What follows belongs to an exercise in optimizing a design on an open flow for small area, a short achievable clock period and few clock cycles; a production flow would make more cautious choices. In this exercise RTL edits were held to simulation tests only and were not proved equivalent to the original. Power figures rest on the tool's default switching activity, not on a simulated workload.

<file path="flow/run.sh">
#!/bin/bash
# synth_recipe.tcl (not shown) runs the flow's synth.tcl, then flattens the netlist and writes it again
# the make line also repeats each setting of config.mk as NAME=value (left out here)
make -C /OpenROAD-flow-scripts/flow DESIGN_CONFIG=/design/flow/config.mk WORK_HOME=/design/flow/orfs CLKGATE_MAP_FILE= SYNTH_SCRIPT=/design/flow/synth_recipe.tcl finish
</file>
<file path="flow/config.mk">
export PLATFORM = sky130hd
export DESIGN_NAME = bunny24_cipher
export DESIGN_NICKNAME = bunny24_cipher
export VERILOG_FILES = /design/flow/design.v
export SDC_FILE = /design/flow/constraint.sdc
export NUM_CORES = 4
export LEC_CHECK = 0
export ABC_AREA = 1
export CAP_MARGIN = 20
export CORE_MARGIN = 2
export CORE_UTILIZATION = 40
export CTS_BUF_LIST = sky130_fd_sc_hd__clkbuf_4 sky130_fd_sc_hd__clkbuf_8
export SETUP_SLACK_MARGIN = 5
export SLEW_MARGIN = 20
</file>
<file path="flow/constraint.sdc">
create_clock -name core_clock -period 8.0 [get_ports {clk}]
set_input_delay 1.6000 -clock core_clock [delete_from_list [all_inputs] [get_ports {clk}]]
set_output_delay 1.6000 -clock core_clock [all_outputs]
set_load 0.01 [all_outputs]
</file>
<file path="flow/design.v">
module bunny24_s0 (input [5:0] v, output [5:0] y);
  localparam [63:0] T0 = 64'hE54E19FA44D64C56;
  localparam [63:0] T1 = 64'h1472389AFE8AE2F8;
  localparam [63:0] T2 = 64'h79A0DE7F6C44E08C;
  localparam [63:0] T3 = 64'h528745F39439E6D4;
  localparam [63:0] T4 = 64'h052C576E876B29F8;
  localparam [63:0] T5 = 64'hB290D9B632FA391C;
  assign y[0] = T0[v];
  assign y[1] = T1[v];
  assign y[2] = T2[v];
  assign y[3] = T3[v];
  assign y[4] = T4[v];
  assign y[5] = T5[v];
endmodule
module bunny24_s1 (input [5:0] v, output [5:0] y);
  localparam [63:0] T0 = 64'h9CF505930A636CFA;
  localparam [63:0] T1 = 64'hE82B4D8E714DD4E8;
  localparam [63:0] T2 = 64'hA695A96503CFF3C0;
  localparam [63:0] T3 = 64'h3F0330F3F330FCC0;
  localparam [63:0] T4 = 64'h14D8D7E4D7E414D8;
  localparam [63:0] T5 = 64'hA335533A3AAC355C;
  assign y[0] = T0[v];
  assign y[1] = T1[v];
  assign y[2] = T2[v];
  assign y[3] = T3[v];
  assign y[4] = T4[v];
  assign y[5] = T5[v];
endmodule
module bunny24_s2 (input [5:0] v, output [5:0] y);
  localparam [63:0] T0 = 64'h4BDD78EE881E44D2;
  localparam [63:0] T1 = 64'hC65050C66CFAFA6C;
  localparam [63:0] T2 = 64'h9C3663C9C99CC99C;
  localparam [63:0] T3 = 64'h3F0330F3F330FCC0;
  localparam [63:0] T4 = 64'h4EBEE4EB72822728;
  localparam [63:0] T5 = 64'h3AA3CAACCA533A5C;
  assign y[0] = T0[v];
  assign y[1] = T1[v];
  assign y[2] = T2[v];
  assign y[3] = T3[v];
  assign y[4] = T4[v];
  assign y[5] = T5[v];
endmodule
module bunny24_s3 (input [5:0] v, output [5:0] y);
  localparam [63:0] T0 = 64'hE54E19FA44D64C56;
  localparam [63:0] T1 = 64'h1472389AFE8AE2F8;
  localparam [63:0] T2 = 64'h865F218093BB1F73;
  localparam [63:0] T3 = 64'h528745F39439E6D4;
  localparam [63:0] T4 = 64'h052C576E876B29F8;
  localparam [63:0] T5 = 64'hB290D9B632FA391C;
  assign y[0] = T0[v];
  assign y[1] = T1[v];
  assign y[2] = T2[v];
  assign y[3] = T3[v];
  assign y[4] = T4[v];
  assign y[5] = T5[v];
endmodule
module bunny24_is0 (input [5:0] v, output [5:0] y);
  localparam [63:0] T0 = 64'hE54E19FA44D64C56;
  localparam [63:0] T1 = 64'h1472389AFE8AE2F8;
  localparam [63:0] T2 = 64'h79A0DE7F6C44E08C;
  localparam [63:0] T3 = 64'h528745F39439E6D4;
  localparam [63:0] T4 = 64'h052C576E876B29F8;
  localparam [63:0] T5 = 64'hB290D9B632FA391C;
  assign y[0] = T0[v];
  assign y[1] = T1[v];
  assign y[2] = T2[v];
  assign y[3] = T3[v];
  assign y[4] = T4[v];
  assign y[5] = T5[v];
endmodule
module bunny24_is1 (input [5:0] v, output [5:0] y);
  localparam [63:0] T0 = 64'h32197CCE89345E7A;
  localparam [63:0] T1 = 64'h885C00E7BDFFCA44;
  localparam [63:0] T2 = 64'hD73666889FB2D10C;
  localparam [63:0] T3 = 64'h6D8575926719DA54;
  localparam [63:0] T4 = 64'h2670D5EA67A70DA4;
  localparam [63:0] T5 = 64'h11A5DBAC3A7E3C44;
  assign y[0] = T0[v];
  assign y[1] = T1[v];
  assign y[2] = T2[v];
  assign y[3] = T3[v];
  assign y[4] = T4[v];
  assign y[5] = T5[v];
endmodule
module bunny24_is2 (input [5:0] v, output [5:0] y);
  localparam [63:0] T0 = 64'hBF7F61922C4664C2;
  localparam [63:0] T1 = 64'hE0E368CEC26BE0EC;
  localparam [63:0] T2 = 64'hC693BD24A5CCED48;
  localparam [63:0] T3 = 64'h6D8575926719DA54;
  localparam [63:0] T4 = 64'h791AB38545EA16EC;
  localparam [63:0] T5 = 64'hBAB3131AF8AB0B58;
  assign y[0] = T0[v];
  assign y[1] = T1[v];
  assign y[2] = T2[v];
  assign y[3] = T3[v];
  assign y[4] = T4[v];
  assign y[5] = T5[v];
endmodule
module bunny24_is3 (input [5:0] v, output [5:0] y);
  localparam [63:0] T0 = 64'h5EE491AF446DC465;
  localparam [63:0] T1 = 64'h412783A9EFA82E8F;
  localparam [63:0] T2 = 64'h970AEDF7C6440EC8;
  localparam [63:0] T3 = 64'h2578543F49936E4D;
  localparam [63:0] T4 = 64'h50C275E678B6928F;
  localparam [63:0] T5 = 64'h2B099D6B23AF93C1;
  assign y[0] = T0[v];
  assign y[1] = T1[v];
  assign y[2] = T2[v];
  assign y[3] = T3[v];
  assign y[4] = T4[v];
  assign y[5] = T5[v];
endmodule
module bunny24_sfwd (input [23:0] in, output [23:0] out);
  bunny24_s0 u0 (.v(in[23:18]), .y(out[23:18]));
  bunny24_s1 u1 (.v(in[17:12]), .y(out[17:12]));
  bunny24_s2 u2 (.v(in[11:6]), .y(out[11:6]));
  bunny24_s3 u3 (.v(in[5:0]), .y(out[5:0]));
endmodule
module bunny24_sinv (input [23:0] in, output [23:0] out);
  bunny24_is0 u0 (.v(in[23:18]), .y(out[23:18]));
  bunny24_is1 u1 (.v(in[17:12]), .y(out[17:12]));
  bunny24_is2 u2 (.v(in[11:6]), .y(out[11:6]));
  bunny24_is3 u3 (.v(in[5:0]), .y(out[5:0]));
endmodule
module bunny24_mfwd (input [23:0] in, output [23:0] out);
  assign out[0] = in[0] ^ in[2] ^ in[4] ^ in[6] ^ in[7] ^ in[8] ^ in[9] ^ in[10] ^ in[11] ^ in[14] ^ in[15] ^ in[16] ^ in[18] ^ in[19] ^ in[20] ^ in[22] ^ in[23];
  assign out[1] = in[0] ^ in[1] ^ in[2] ^ in[3] ^ in[4] ^ in[5] ^ in[6] ^ in[14] ^ in[17] ^ in[21] ^ in[22];
  assign out[2] = in[1] ^ in[2] ^ in[3] ^ in[4] ^ in[5] ^ in[6] ^ in[7] ^ in[15] ^ in[18] ^ in[22] ^ in[23];
  assign out[3] = in[3] ^ in[5] ^ in[9] ^ in[10] ^ in[11] ^ in[12] ^ in[14] ^ in[15] ^ in[18] ^ in[20] ^ in[22];
  assign out[4] = in[0] ^ in[2] ^ in[6] ^ in[7] ^ in[8] ^ in[9] ^ in[12] ^ in[13] ^ in[14] ^ in[18] ^ in[20] ^ in[21] ^ in[22];
  assign out[5] = in[1] ^ in[3] ^ in[6] ^ in[7] ^ in[8] ^ in[9] ^ in[10] ^ in[13] ^ in[14] ^ in[15] ^ in[18] ^ in[19] ^ in[21] ^ in[22] ^ in[23];
  assign out[6] = in[1] ^ in[2] ^ in[5] ^ in[6] ^ in[8] ^ in[14] ^ in[19] ^ in[20] ^ in[23];
  assign out[7] = in[1] ^ in[3] ^ in[5] ^ in[6] ^ in[7] ^ in[8] ^ in[9] ^ in[12] ^ in[14] ^ in[15] ^ in[19] ^ in[21] ^ in[23];
  assign out[8] = in[2] ^ in[4] ^ in[6] ^ in[7] ^ in[8] ^ in[9] ^ in[10] ^ in[12] ^ in[13] ^ in[15] ^ in[16] ^ in[20] ^ in[22];
  assign out[9] = in[0] ^ in[1] ^ in[2] ^ in[3] ^ in[7] ^ in[9] ^ in[10] ^ in[11] ^ in[13] ^ in[16] ^ in[17] ^ in[18] ^ in[19] ^ in[20] ^ in[21];
  assign out[10] = in[0] ^ in[3] ^ in[4] ^ in[5] ^ in[6] ^ in[10] ^ in[11] ^ in[12] ^ in[17] ^ in[18] ^ in[21] ^ in[22] ^ in[23];
  assign out[11] = in[0] ^ in[1] ^ in[4] ^ in[5] ^ in[7] ^ in[11] ^ in[13] ^ in[18] ^ in[19] ^ in[22] ^ in[23];
  assign out[12] = in[1] ^ in[3] ^ in[7] ^ in[9] ^ in[10] ^ in[11] ^ in[13] ^ in[14] ^ in[16] ^ in[17] ^ in[18] ^ in[19] ^ in[20];
  assign out[13] = in[0] ^ in[1] ^ in[2] ^ in[3] ^ in[4] ^ in[7] ^ in[8] ^ in[9] ^ in[13] ^ in[15] ^ in[16] ^ in[18] ^ in[21];
  assign out[14] = in[0] ^ in[1] ^ in[2] ^ in[3] ^ in[4] ^ in[5] ^ in[8] ^ in[9] ^ in[10] ^ in[12] ^ in[14] ^ in[16] ^ in[17] ^ in[19] ^ in[22];
  assign out[15] = in[2] ^ in[4] ^ in[5] ^ in[7] ^ in[12] ^ in[14] ^ in[15] ^ in[16] ^ in[18] ^ in[19] ^ in[23];
  assign out[16] = in[1] ^ in[5] ^ in[7] ^ in[8] ^ in[9] ^ in[10] ^ in[11] ^ in[12] ^ in[14] ^ in[15] ^ in[18];
  assign out[17] = in[0] ^ in[2] ^ in[6] ^ in[8] ^ in[9] ^ in[10] ^ in[11] ^ in[12] ^ in[13] ^ in[15] ^ in[16] ^ in[18] ^ in[19];
  assign out[18] = in[1] ^ in[6] ^ in[11] ^ in[12] ^ in[15] ^ in[16] ^ in[17] ^ in[18] ^ in[19] ^ in[21] ^ in[22];
  assign out[19] = in[1] ^ in[2] ^ in[6] ^ in[7] ^ in[11] ^ in[13] ^ in[15] ^ in[18] ^ in[20] ^ in[21] ^ in[23];
  assign out[20] = in[0] ^ in[2] ^ in[3] ^ in[7] ^ in[8] ^ in[12] ^ in[14] ^ in[16] ^ in[19] ^ in[21] ^ in[22];
  assign out[21] = in[0] ^ in[3] ^ in[4] ^ in[8] ^ in[9] ^ in[11] ^ in[12] ^ in[13] ^ in[16] ^ in[19] ^ in[20] ^ in[21] ^ in[23];
  assign out[22] = in[4] ^ in[5] ^ in[9] ^ in[10] ^ in[11] ^ in[13] ^ in[14] ^ in[15] ^ in[16] ^ in[19] ^ in[20];
  assign out[23] = in[0] ^ in[5] ^ in[10] ^ in[11] ^ in[14] ^ in[15] ^ in[16] ^ in[17] ^ in[18] ^ in[20] ^ in[21];
endmodule
module bunny24_minv (input [23:0] in, output [23:0] out);
  assign out[0] = in[0] ^ in[1] ^ in[4] ^ in[9] ^ in[10] ^ in[11] ^ in[12] ^ in[13] ^ in[14] ^ in[16] ^ in[17] ^ in[18] ^ in[20] ^ in[21] ^ in[22];
  assign out[1] = in[2] ^ in[4] ^ in[5] ^ in[9] ^ in[15] ^ in[16] ^ in[19] ^ in[20] ^ in[23];
  assign out[2] = in[3] ^ in[5] ^ in[6] ^ in[10] ^ in[12] ^ in[16] ^ in[17] ^ in[20] ^ in[21];
  assign out[3] = in[0] ^ in[1] ^ in[6] ^ in[7] ^ in[9] ^ in[10] ^ in[12] ^ in[14] ^ in[16] ^ in[18] ^ in[20];
  assign out[4] = in[2] ^ in[4] ^ in[7] ^ in[8] ^ in[9] ^ in[12] ^ in[14] ^ in[15] ^ in[16] ^ in[18] ^ in[19] ^ in[20] ^ in[22];
  assign out[5] = in[0] ^ in[3] ^ in[5] ^ in[8] ^ in[9] ^ in[10] ^ in[12] ^ in[13] ^ in[15] ^ in[16] ^ in[17] ^ in[19] ^ in[20] ^ in[21] ^ in[23];
  assign out[6] = in[0] ^ in[3] ^ in[4] ^ in[5] ^ in[6] ^ in[7] ^ in[8] ^ in[11] ^ in[13] ^ in[14] ^ in[16] ^ in[18] ^ in[21];
  assign out[7] = in[1] ^ in[3] ^ in[9] ^ in[11] ^ in[12] ^ in[13] ^ in[15] ^ in[16] ^ in[17] ^ in[18] ^ in[19] ^ in[21] ^ in[22];
  assign out[8] = in[0] ^ in[2] ^ in[4] ^ in[10] ^ in[12] ^ in[13] ^ in[14] ^ in[16] ^ in[17] ^ in[19] ^ in[20] ^ in[22] ^ in[23];
  assign out[9] = in[0] ^ in[1] ^ in[4] ^ in[6] ^ in[7] ^ in[8] ^ in[12] ^ in[15] ^ in[16] ^ in[17] ^ in[18] ^ in[20] ^ in[23];
  assign out[10] = in[1] ^ in[2] ^ in[3] ^ in[4] ^ in[6] ^ in[9] ^ in[11] ^ in[12] ^ in[14] ^ in[17] ^ in[19];
  assign out[11] = in[2] ^ in[3] ^ in[4] ^ in[5] ^ in[6] ^ in[7] ^ in[10] ^ in[12] ^ in[13] ^ in[15] ^ in[20];
  assign out[12] = in[1] ^ in[2] ^ in[6] ^ in[8] ^ in[12] ^ in[13] ^ in[17] ^ in[18] ^ in[23];
  assign out[13] = in[0] ^ in[1] ^ in[3] ^ in[6] ^ in[7] ^ in[8] ^ in[9] ^ in[12] ^ in[14] ^ in[17] ^ in[18] ^ in[19] ^ in[23];
  assign out[14] = in[1] ^ in[2] ^ in[4] ^ in[6] ^ in[7] ^ in[8] ^ in[9] ^ in[10] ^ in[12] ^ in[13] ^ in[15] ^ in[19] ^ in[20];
  assign out[15] = in[0] ^ in[1] ^ in[3] ^ in[5] ^ in[7] ^ in[9] ^ in[10] ^ in[11] ^ in[12] ^ in[14] ^ in[16] ^ in[17] ^ in[20] ^ in[21] ^ in[23];
  assign out[16] = in[0] ^ in[4] ^ in[6] ^ in[10] ^ in[11] ^ in[15] ^ in[21] ^ in[22] ^ in[23];
  assign out[17] = in[0] ^ in[1] ^ in[5] ^ in[7] ^ in[11] ^ in[12] ^ in[16] ^ in[22] ^ in[23];
  assign out[18] = in[3] ^ in[6] ^ in[10] ^ in[11] ^ in[12] ^ in[14] ^ in[16] ^ in[17] ^ in[18] ^ in[20] ^ in[21];
  assign out[19] = in[0] ^ in[3] ^ in[4] ^ in[6] ^ in[7] ^ in[10] ^ in[13] ^ in[14] ^ in[15] ^ in[16] ^ in[19] ^ in[20] ^ in[22];
  assign out[20] = in[1] ^ in[4] ^ in[5] ^ in[6] ^ in[7] ^ in[8] ^ in[11] ^ in[14] ^ in[15] ^ in[16] ^ in[17] ^ in[18] ^ in[20] ^ in[21] ^ in[23];
  assign out[21] = in[0] ^ in[2] ^ in[3] ^ in[5] ^ in[7] ^ in[8] ^ in[9] ^ in[10] ^ in[11] ^ in[14] ^ in[15] ^ in[18] ^ in[19] ^ in[20] ^ in[22];
  assign out[22] = in[1] ^ in[4] ^ in[8] ^ in[9] ^ in[12] ^ in[14] ^ in[15] ^ in[17] ^ in[18] ^ in[19] ^ in[23];
  assign out[23] = in[2] ^ in[5] ^ in[9] ^ in[10] ^ in[13] ^ in[15] ^ in[16] ^ in[19] ^ in[20];
endmodule
module bunny24_cipher (
  input         clk,
  input         rst,         
  input         key_valid,
  input  [23:0] key_in,
  output        key_ready,
  input         in_valid,
  input  [1:0]  in_mode,
  input  [23:0] in_data,
  output        in_ready,
  output        out_valid,
  output [23:0] out_data,
  input         out_ready
);
  localparam NP = 3;             
  localparam NT = 8;             
  localparam TW = 4;             
  reg        kfire_q;            
  reg        have_key;
  reg        kexp;               
  reg        kinit;              
  reg [4:0]  kcnt;               
  reg        kwr;                
  reg [4:0]  kcnt_d;             
  reg [23:0] key_reg;            
  reg [23:0] rk [0:15];          
  reg [47:0] win;                
  reg         in_ready_r, key_ready_r;
  wire [23:0] a0, sf0;           
  wire [5:0]  w7   = sf0[5:0] ^ a0[23:18];
  wire [47:0] win0 = {a0, sf0[23:18] ^ a0[17:12], sf0[17:12] ^ a0[11:6],
                      sf0[11:6] ^ a0[5:0], w7};
  wire [5:0]  x7r = {win[4:0], win[5]};
  wire [5:0]  t1, t2;
  bunny24_s1 u_ks1 (.v(x7r), .y(t1));
  bunny24_s2 u_ks2 (.v(win[5:0]), .y(t2));
  wire [5:0]  g  = kcnt[0] ? t2 : (t1 ^ 6'h2A);
  wire [5:0]  n0 = win[47:42] ^ g;
  wire [5:0]  n1 = win[41:36] ^ n0;
  wire [5:0]  n2 = win[35:30] ^ n1;
  wire [5:0]  n3 = win[29:24] ^ n2;
  wire [23:0] lanes  = {n0, n1, n2, n3};
  wire        kchunk = kexp & ~kinit;
  wire        kdone  = kchunk & (kcnt == 5'd18);
  integer r, j, ip;
  always @(posedge clk) begin
    for (r = 0; r < 16; r = r + 1)
      for (j = 0; j < 4; j = j + 1) begin
        ip = 20 * (r / 5) + (r % 5) + 5 * j;
        if (kwr && kcnt_d == ip / 4)
          rk[r][23 - 6 * j -: 6] <= win[23 - 6 * (ip % 4) -: 6];
      end
  end
  wire fire_key = key_valid & key_ready_r;
  always @(posedge clk) begin
    if (fire_key)
      key_reg <= key_in;
    if (kinit)
      win <= win0;
    else
      win <= {win[23:0], lanes};
    kinit <= kfire_q;
    kwr    <= kchunk & ~rst;
    kcnt_d <= kcnt;
    if (kfire_q)
      kcnt <= 5'd0;
    else if (kchunk)
      kcnt <= kcnt + 5'd1;
  end
  reg  [NP-1:0] ente, entd;      
  reg  [TW-1:0] itag;            
  wire        fire_in = in_valid & in_ready_r;
  wire [23:0] win_blk = in_mode[1] ? (in_data ^ key_reg) :
                        (in_mode[0] ? (in_data ^ rk[15]) : (in_data ^ rk[0]));
  wire [NP-1:0] av_v, alast_v, av_n_v, blast_v;
  wire [TW-1:0] btag_v [0:NP-1];
  wire [23:0]   nxt_v  [0:NP-1];
  wire [23:0]   a_v    [0:NP-1];
  wire [23:0]   sf_v   [0:NP-1];
  genvar p;
  generate
    for (p = 0; p < NP; p = p + 1) begin : g_pipe
      localparam ANY = (p == 0);
      localparam DEC = (p == 2);
      reg [23:0] a, b;
      reg        av, adec, ared, bv, bdec, bred;
      reg [3:0]  akidx, bkidx;   
      reg [TW-1:0] atag, btag;
      wire [23:0] h1, sf, h2;
      if (ANY) begin : g_any
        wire [23:0] mi, mf, si;
        bunny24_sfwd u_sf (.in(a), .out(sf));
        bunny24_minv u_mi (.in(a), .out(mi));
        bunny24_mfwd u_mf (.in(b), .out(mf));
        bunny24_sinv u_si (.in(b), .out(si));
        assign h1 = adec ? mi : sf;
        assign h2 = bdec ? si : mf;
      end else if (DEC) begin : g_dec
        bunny24_minv u_mi (.in(a), .out(h1));
        bunny24_sinv u_si (.in(b), .out(h2));
        assign sf = 24'd0;
      end else begin : g_enc
        bunny24_sfwd u_sf (.in(a), .out(h1));
        bunny24_mfwd u_mf (.in(b), .out(h2));
        assign sf = h1;
      end
      wire [23:0] kround = bred ? key_reg : rk[bkidx];
      wire [23:0] nxt    = h2 ^ kround;
      wire        alast  = av & (akidx == (adec ? 4'd0 : 4'd15));
      wire        blast  = bv & (bkidx == (bdec ? 4'd0 : 4'd15));
      wire        bcont  = bv & ~blast;
      wire [3:0]  bkidx_n = bdec ? bkidx - 4'd1 : bkidx + 4'd1;
      wire        av_n   = bcont | (fire_in & (in_mode[0] ? entd[p] : ente[p]));
      always @(posedge clk) begin
        b     <= h1;
        bdec  <= ANY ? adec : DEC;
        bred  <= ared;
        bkidx <= akidx;
        btag  <= atag;
        if (bcont) begin
          a     <= nxt;
          adec  <= ANY ? bdec : DEC;
          ared  <= bred;
          akidx <= bkidx_n;
          atag  <= btag;
        end else begin
          a     <= (p == 0 && kfire_q) ? key_reg : win_blk;
          adec  <= ANY ? in_mode[0] : DEC;
          ared  <= in_mode[1];
          akidx <= (in_mode[1] ^ in_mode[0]) ? 4'd14 : 4'd1;
          atag  <= itag;
        end
        if (rst) begin
          av <= 1'b0;
          bv <= 1'b0;
        end else begin
          av <= av_n;
          bv <= av;
        end
      end
      assign av_v[p]    = av;
      assign alast_v[p] = alast;
      assign av_n_v[p]  = av_n;
      assign blast_v[p] = blast;
      assign btag_v[p]  = btag;
      assign nxt_v[p]   = nxt;
      assign a_v[p]     = a;
      assign sf_v[p]    = sf;
    end
  endgenerate
  assign a0  = a_v[0];
  assign sf0 = sf_v[0];
  reg [23:0] res [0:NT-1];
  reg [NT-1:0] resv;
  reg [23:0] obuf;
  reg        ov;
  reg [TW-1:0] otag;             
  reg [TW-1:0] cnt;              
  wire deliver = ov & out_ready;
  wire ofree   = ~ov | out_ready;
  wire take    = resv[otag] & ofree;
  integer t, q;
  always @(posedge clk) begin
    if (take)
      obuf <= res[otag];
    for (t = 0; t < NT; t = t + 1)
      for (q = 0; q < NP; q = q + 1)
        if (blast_v[q] && btag_v[q] == t)
          res[t] <= nxt_v[q];
  end
  wire kexp_n = kfire_q | (kexp & ~kdone);
  wire kbusy_n = kexp_n | kchunk;          
  wire [4:0] kcnt_n = kfire_q ? 5'd0 : (kchunk ? kcnt + 5'd1 : kcnt);
  wire early_ok = in_valid & ~fire_in & (in_mode[1] | (~in_mode[0] & (kcnt_n >= 5'd5)));
  wire [TW-1:0] cnt_n = cnt + fire_in - deliver;
  wire [NP-1:0] afree = ~av_v | alast_v;    
  wire [NP-1:0] ente_n = afree[1] ? 3'b010 : {2'b00, afree[0]};
  wire [NP-1:0] entd_n = afree[2] ? 3'b100 : {2'b00, afree[0]};
  wire free_e = afree[1] | afree[0], free_d = afree[2] | afree[0];
  wire free_ok = (free_e & free_d) |
                 (in_valid & ~fire_in & (in_mode[0] ? free_d : free_e));
  always @(posedge clk) begin
    ente <= ente_n;
    entd <= entd_n;
    if (rst) begin
      kfire_q     <= 1'b0;
      have_key    <= 1'b0;
      kexp        <= 1'b0;
      ov          <= 1'b0;
      resv        <= {NT{1'b0}};
      itag        <= 0;
      otag        <= 0;
      cnt         <= 0;
      in_ready_r  <= 1'b0;
      key_ready_r <= 1'b1;
    end else begin
      kfire_q  <= fire_key;
      have_key <= have_key | fire_key;
      kexp     <= kexp_n;
      if (fire_in)
        itag <= (itag == NT - 1) ? 0 : itag + 1'b1;
      if (take) begin
        ov   <= 1'b1;
        otag <= (otag == NT - 1) ? 0 : otag + 1'b1;
      end else if (deliver)
        ov <= 1'b0;
      for (t = 0; t < NT; t = t + 1)
        if (take && otag == t)
          resv[t] <= 1'b0;
        else
          for (q = 0; q < NP; q = q + 1)
            if (blast_v[q] && btag_v[q] == t)
              resv[t] <= 1'b1;
      cnt <= cnt_n;
      in_ready_r  <= have_key & ~fire_key & (~kbusy_n | early_ok) & ~kfire_q &
                     free_ok & (cnt_n != NT);
      key_ready_r <= ~fire_in & ~kbusy_n & ~kfire_q & ~(|av_n_v) & (&afree);
    end
  end
  assign key_ready = key_ready_r;
  assign in_ready  = in_ready_r;
  assign out_valid = ov;
  assign out_data  = obuf;
endmodule
</file>
==> results of run 1 <==
[Yosys cell counts (36+ instances only)]
cell type,number
inv_2,41
buf_2,145
clkbuf_1,217
o211ai_1,93
a221oi_1,47
nand2_2,69
nor2_1,473
o22ai_1,220
edfxtp_1,624
o221ai_1,38
o21ai_1,52
o2111ai_1,52
nand3_1,1132
or2_2,36
a21oi_1,262
ha_1,157
inv_1,863
o21ai_0,576
nand4_1,84
xor2_1,379
a31oi_1,41
nor3_1,88
xnor2_1,342
nand2_1,1745
dfxtp_1,296
[through the flow]
step | utilization [%] | area (um2) | worst slack, ps
floorplan | - | 65100 | 4980
global placement | 41.9 | 68000 | 3770
detailed placement | 41.9 | 68000 | 3750
CTS | 45.5 | 73800 | 4800
global route | 46.9 | 76000 | 4820
finish | 46.9 | 76000 | 4860
[cell families (layout without fill, tap and decap cells)]
logic type | count (synthesis) | count (layout) | share of synthesized area (%)
AO/OA/AOI/OAI | 1554 | 1554 | 14.5
XOR/XNOR | 729 | 729 | 9.92
adder cells (fa/ha/maj) | 158 | 158 | 3.05
buffers and inverters | 1354 | 1663 | 8.44
flip-flops | 920 | 920 | 37.9
multiplexers | 1 | 1 | 0.0154
other | 0 | 11 | 0
AND/OR/NAND/NOR | 3771 | 3790 | 26.2
[per-layer routing]
metal / share of wire [%] / global-route usage, % / vias up
li1: - / - / 29488
met1: 36 / 48.3 / 32510
met2: 41 / 56.4 / 5559
met3: 15 / 14.8 / 1334
met4: 8.5 / 26.9 / 28
met5: 0.11 / 0 / -
[path summary, 6_finish.rpt]
kind,from,slack (ps),end,cells past startpoint
max,in_ready_r$_SDFF_PP0_,4860,in_ready,1
min reg2reg,g_pipe[1].akidx[3]$_DFF_P_,320,g_pipe[1].bkidx[3]$_DFF_P_,0
min,g_pipe[1].akidx[3]$_DFF_P_,320,g_pipe[1].bkidx[3]$_DFF_P_,0
max reg2reg,g_pipe[1].bkidx[3]$_DFF_P_,4900,res[5][17]$_DFFE_PP_,10
[power by group]
| part | internal [mW] | switching, mW |
|---|---|---|
| clock network | 2.50 | 2.25 |
| logic | 7.16 | 16.7 |
| registers | 6.53 | 1.32 |
[timing repair]
action | 4_1_cts | 5_1_grt
gates cloned | 12 | 16
buffers inserted | 96 | 96
pin swaps | 57 | 52
gates resized for setup | 480 | 292
setup endpoints to repair | 519 | 309
[area by class of cell]
cell class,count,share of cell area [%]
antenna,11,0.0362
clock inverter,77,0.708
inverter,926,4.93
clock buffer,231,3.79
sequential,920,32.6
timing repair buffer,422,5.32
multi-input combinational,6232,48.9
tap,2175,3.58
timing repair inverter,7,0.0494
==> flow_summary.toml, run 1 <==
[cells_and_area]
layout_common_cells = "nand2_1, nand3_1, inv_1"
top_regs = "rk x384, res x192"
top_register = "rk"
layout.cells.non_filler = 11001
regArea_um2 = 24800
final_common_cell = "nand2_1"
largest_reg_flops = 384
fin_nets = 8889
drive_gt1_share_pct = 15.2
syn_to_final_growth_pct = 16.8
multiInputGateArea_um2 = 37200
fill_cells = 16105

[clocking]
htree_levels = 4
cts_hold_buf = 0
cts_root_buf = "clkbuf_8"
clock_latency_ps = 1000
clk_path_buf_depth = 3
cts_tree = "built"
cts_made_buffers = 167
cts_num_sinks = 920
clk_pin_slew_ps = 70

[placed_design]
port_buffers = 81
dp.final_hpwl_um = 234000
place_inst = 10462
place.gp.congestion = 1.07

[synthesis]
yosysTopAreaCellShare_pct = 28.8
ys_seq_elements = 920
synth_area_leaders = "edfxtp_1, nand2_1, dfxtp_1"
ys_types = 82
synthFlopType = "edfxtp_1"
synth_nets = 8700
synth_area_per_cell_um2 = 7.67
async_flop_share_pct = 0
synth_warnings = 3
yosys.area.top_type = "edfxtp_1"
synth_edf_count = 624
syn_inst = 8487
synth_seq_area_share_pct = 37.9
synth_area_um2 = 65100

[global_routing]
grt_antenna_before_repair = 27
gr-total-overflow = 0
grt_pass1_wl_um = 468000
grt_pass1_vias = 62437
grt_max_degree = 75
grt_usage_pct = 39.2

[power]
power_mw = 36.5
powerDensity_nw_per_um2 = 480
ir_drop_v = 0.000352
cellLeakagePower_nw = 31.2

[critical_path]
startpoint_type = "register"
cp_slowest_cell = "dfxtp_4"
crit_arrival_ps = 1540
critPathCaptureType = "output port"
cp_max_fo = 3
critPathKind = "reg -> out"
cp.required_ps = 6400
critical-path-top-delay-family = "flip-flops"
cpPeakStageDelay_ps = 450
worstPathCellList = "buf_6"
cp_num_buf_inv = 1

[sta]
skew_ps = 75.5
timing.hold.ws_ps = 317
setup_viol = 0
fin_tns_setup_ps = 0
post-route-period-util_pct = 39.3
maxSlewHeadroom_pct = 5.83
clock.fmax_ghz = 0.318
finalHoldViolCount = 0
tightest_slew_ps = 1410
rsz0062_at_grt = "yes"
drv_slew = 0
period_needed_ps = 3140

[route]
antenna_left = 0
wl_per_cell_um = 31.2
wl_um = 343000
drt-pass1-iter-count = 10
num_vias = 68919
vias_per_cell = 6.26
drcViolationCount = 0
drt_iter0_drc = 11371

[die]
die_x_um = 407
core_area_um2 = 162000
die-area_um2 = 166000
start_util_pct = 40.1
io_pins = 82
num_rows = 148
die_h_um = 407

[outcome]
outcome = "timing/DRC/antenna clean"

[run]
drv_cap = 0

[hold_path]
hold_class = "reg -> reg"
Testbench counts, summed over its fixed seeds: cycles 18,282.
==> run 2: changes to the inputs <==
--- a/flow/config.mk
+++ b/flow/config.mk
@@ -12,3 +12,3 @@
 export CTS_BUF_LIST = sky130_fd_sc_hd__clkbuf_4 sky130_fd_sc_hd__clkbuf_8
-export SETUP_SLACK_MARGIN = 5
+export SETUP_SLACK_MARGIN = 4.9
 export SLEW_MARGIN = 20
==> run 2 against run 1 <==
Total power down 1.8%. Clock power up 2%. Worst hold slack better by 6.7 ps. Die area unchanged. First-iteration DRC count down 6.5%. Critical path type is now reg -> reg. Critical endpoint is now res[4][9]$_DFFE_PP_.
==> flow_summary.toml, run 2 <==
[route]
drcViolationCount = 0
num_vias = 68149
vias_per_cell = 6.21
wl_per_cell_um = 31.1
antenna_left = 0
wl_um = 341000
drt-pass1-iter-count = 7
drt_iter0_drc = 10628

[global_routing]
grt_antenna_before_repair = 23
grt_pass1_vias = 62012
grt_pass1_wl_um = 467000
grt_usage_pct = 39.2
grt_max_degree = 74
busiest_layer = "met2"
use_met3_pct = 13.8
gr-usage-met1_pct = 47.7
met2_usage_pct = 57.8
gr-total-overflow = 0

[synthesis]
yosysTopAreaCellShare_pct = 28.8
ys_types = 82
synth_most_common_cell = "nand2_1"
ys_seq_elements = 920
synth_area_um2 = 65100
async_flop_share_pct = 0
synthFlopType = "edfxtp_1"
synth_area_leaders = "edfxtp_1, nand2_1, dfxtp_1"
synth_seq_area_share_pct = 37.9
yosys.area.top_type = "edfxtp_1"
synth_warnings = 3
synth_nets = 8700
synth_edf_count = 624
synth_area_per_cell_um2 = 7.67
syn_inst = 8487
yosys-top-cells-count = "nand2_1, nand3_1, inv_1, edfxtp_1, o21ai_0"

[hold_path]
whs_path_depth = 0
holdCritStartpoint = "g_pipe[0].atag[2]$_DFF_P_"
hold_class = "reg -> reg"
hold_end = "g_pipe[0].btag[2]$_DFF_P_"

[die]
num_rows = 148
io_pins = 82
die_h_um = 407
core_area_um2 = 162000
die_x_um = 407
start_util_pct = 40.1
die-area_um2 = 166000

[cells_and_area]
top_regs = "rk x384, res x192"
drive_gt1_share_pct = 14.0
largest_reg_flops = 384
fill_cells = 16208
syn_to_final_growth_pct = 15.4
design_area_um2 = 75100
fin_nets = 8845
top_register = "rk"
layout_common_cells = "nand2_1, nand3_1, inv_1"
final_common_cell = "nand2_1"

[clocking]
clk_path_buf_depth = 3
cts_root_buf = "clkbuf_8"
cts_num_sinks = 920
cts_tree = "built"
clk_pin_slew_ps = 60
cts_made_buffers = 166
clock_latency_ps = 960
htree_levels = 4

[sta]
rsz0062_at_grt = "yes"
setup_viol = 0
timing.hold.ws_ps = 323
drv_slew = 0
skew_ps = 71.0
maxSlewHeadroom_pct = 14.2
fin_ws_ps = 4800
period_needed_ps = 3200
clock.fmax_ghz = 0.312
post-route-period-util_pct = 40.0
finalHoldViolCount = 0
fin_tns_setup_ps = 0
tightest_slew_ps = 1290

[critical_path]
rr_worst_depth = 18
startpoint_type = "register"
critPathKind = "reg -> reg"
cp_max_fo = 13
r2r_start = "g_pipe[1].bkidx[0]$_DFF_P_"
r2r_end = "res[4][9]$_DFFE_PP_"
r2r_slack_ps = 4800
crit_arrival_ps = 3900
cp.required_ps = 8690
critPathCaptureType = "register"

[power]
powerDensity_nw_per_um2 = 477
cellLeakagePower_nw = 30.9
ir_drop_v = 0.000307

[run]
drv_cap = 0

[placed_design]
dp.final_hpwl_um = 235000
port_buffers = 81
place.gp.congestion = 1.07
dp_slack_ps = 3720
placed_area_um2 = 68000

[outcome]
outcome = "timing/DRC/antenna clean"
==> run 2: cell types whose count changed in the layout (fill, tap and decap cells not counted), sizes merged, moves of 2 or more <==
cell and change:
nor2 +3, clkinv -16, buf -36, diode +9
clkinvlp -13, nand2 -3, inv +7, bufinv +2
clkbuf +14
==> run 2: timing repair <==
item                                    4_1_cts  5_1_grt
gates resized for setup                     387      213
pin swaps                                    59       38
hold buffers                                  0        0
cloned                                       14        7
endpoints found under the setup margin      545      307
setup buffers                               112       50
==> run 2: per-stage QoR <==
stage | util, % | instances | power (mW)
4_1_cts | 45.4 | 10890 | 34.0
2_1_floorplan | - | 8487 | 20.8
6_report | 46.3 | 10968 | 35.8
5_1_grt | 46.3 | 10959 | 37.3
3_3_place_gp | 41.9 | 10454 | 28.5
3_5_place_dp | 41.9 | 10455 | 28.6
==> run 2: worst max-delay path by stage <==
stage / startpoint / endpoint / slack (ps) / cells past startpoint
after global placement: in_mode[1] / g_pipe[2].a[10]$_DFF_P_ / 3800 / 7
after global routing: otag[2]$_SDFFE_PP0P_ / otag[2]$_SDFFE_PP0P_ / 4820 / 7
after floorplan: out_ready / in_ready_r$_SDFF_PP0_ / 4920 / 11
after detailed placement: in_mode[1] / g_pipe[0].a[4]$_DFF_P_ / 3720 / 8
final: g_pipe[1].bkidx[0]$_DFF_P_ / res[4][9]$_DFFE_PP_ / 4800 / 18
after CTS: obuf[5]$_DFFE_PP_ / out_data[5] / 4820 / 1
==> run 2: area by class of cell <==
class	instances	area [um2]	area share (%)
inverters	926	3680	4.90
well taps	2175	2720	3.62
flip-flops and latches	920	24700	32.9
multi-input cells	6231	36800	49.0
clock buffers	248	2990	3.98
clock inverters	61	526	0.700
repair buffers	384	3610	4.80
diodes	20	50.0	0.0666
repair inverters	3	17.5	0.0233
==> run 2: critical path: stages, from the launching register on <==
cell	delay [ps]
dfxtp_4	390
inv_2	70
ha_2	220
inv_4	80
nor2_4	40
buf_4	230
inv_6	250
o22ai_1	190
nor2_1	140
nand2_1	110
nor3_4	460
nor2_2	90
nor2_4	180
buf_12	130
nand2_4	90
nand3_1	100
nand2_1	60
inv_1	50
nand2_1	50
==> run 2: power breakdown <==
part | internal [mW] | switching (mW) | total, mW
Sequential | 6.50 | 1.26 | 7.77
Combinational | 6.86 | 16.4 | 23.2
Clock | 2.63 | 2.20 | 4.83
Total | 16.0 | 19.8 | 35.8
==> run 2: layer usage <==
layer | wire [um] | vias to the layer above
met4 | 29000 | 18
met3 | 46900 | 1255
met2 | 141000 | 5241
met5 | 433 | -
met1 | 124000 | 32236
li1 | - | 29399
==> run 2: kinds of logic (layout without fill, tap and decap cells) <==
group,after synthesis,count (layout),share of synthesized area [%]
and+or+nand+nor,3771,3789,26.2
DFF,920,920,37.9
other,0,20,0
buffers and inverters,1354,1622,8.44
xor gates and xnor gates,729,729,9.92
AOI/OAI and AO/OA,1554,1554,14.5
muxes,1,1,0.0154
adders and majority gates,158,158,3.05

-- separate check: timing with driven ports --
The results above use ideal ports. As a check the final layouts listed here were re-extracted and re-timed, cells and wires unchanged.
Step 1 assumes that a clkbuf_16 drives the clock port and a buf_2 every other input.
Step 2 also shifts input and output timing later by t, the mid clock arrival at the registers, as if the neighbouring blocks saw the same clock.
Slacks: ideal / step 1 / step 2; pairs: ideal / step 1.
| run | shift t [ns] | setup WS [ns] | latest minus earliest clock arrival (ns) |
|---|---|---|---|
| run 1 | 1.039 | 4.857 / 4.777 / 4.031 | 0.090 / 0.090 |
| run 2 | 1.011 | 4.798 / 4.792 / 3.941 | 0.071 / 0.072 |
After both steps every run listed still meets setup and hold. For run 2, which loses most, drivers alone change the setup slack by -0.006 ns; drivers and shift together by -0.857 ns.
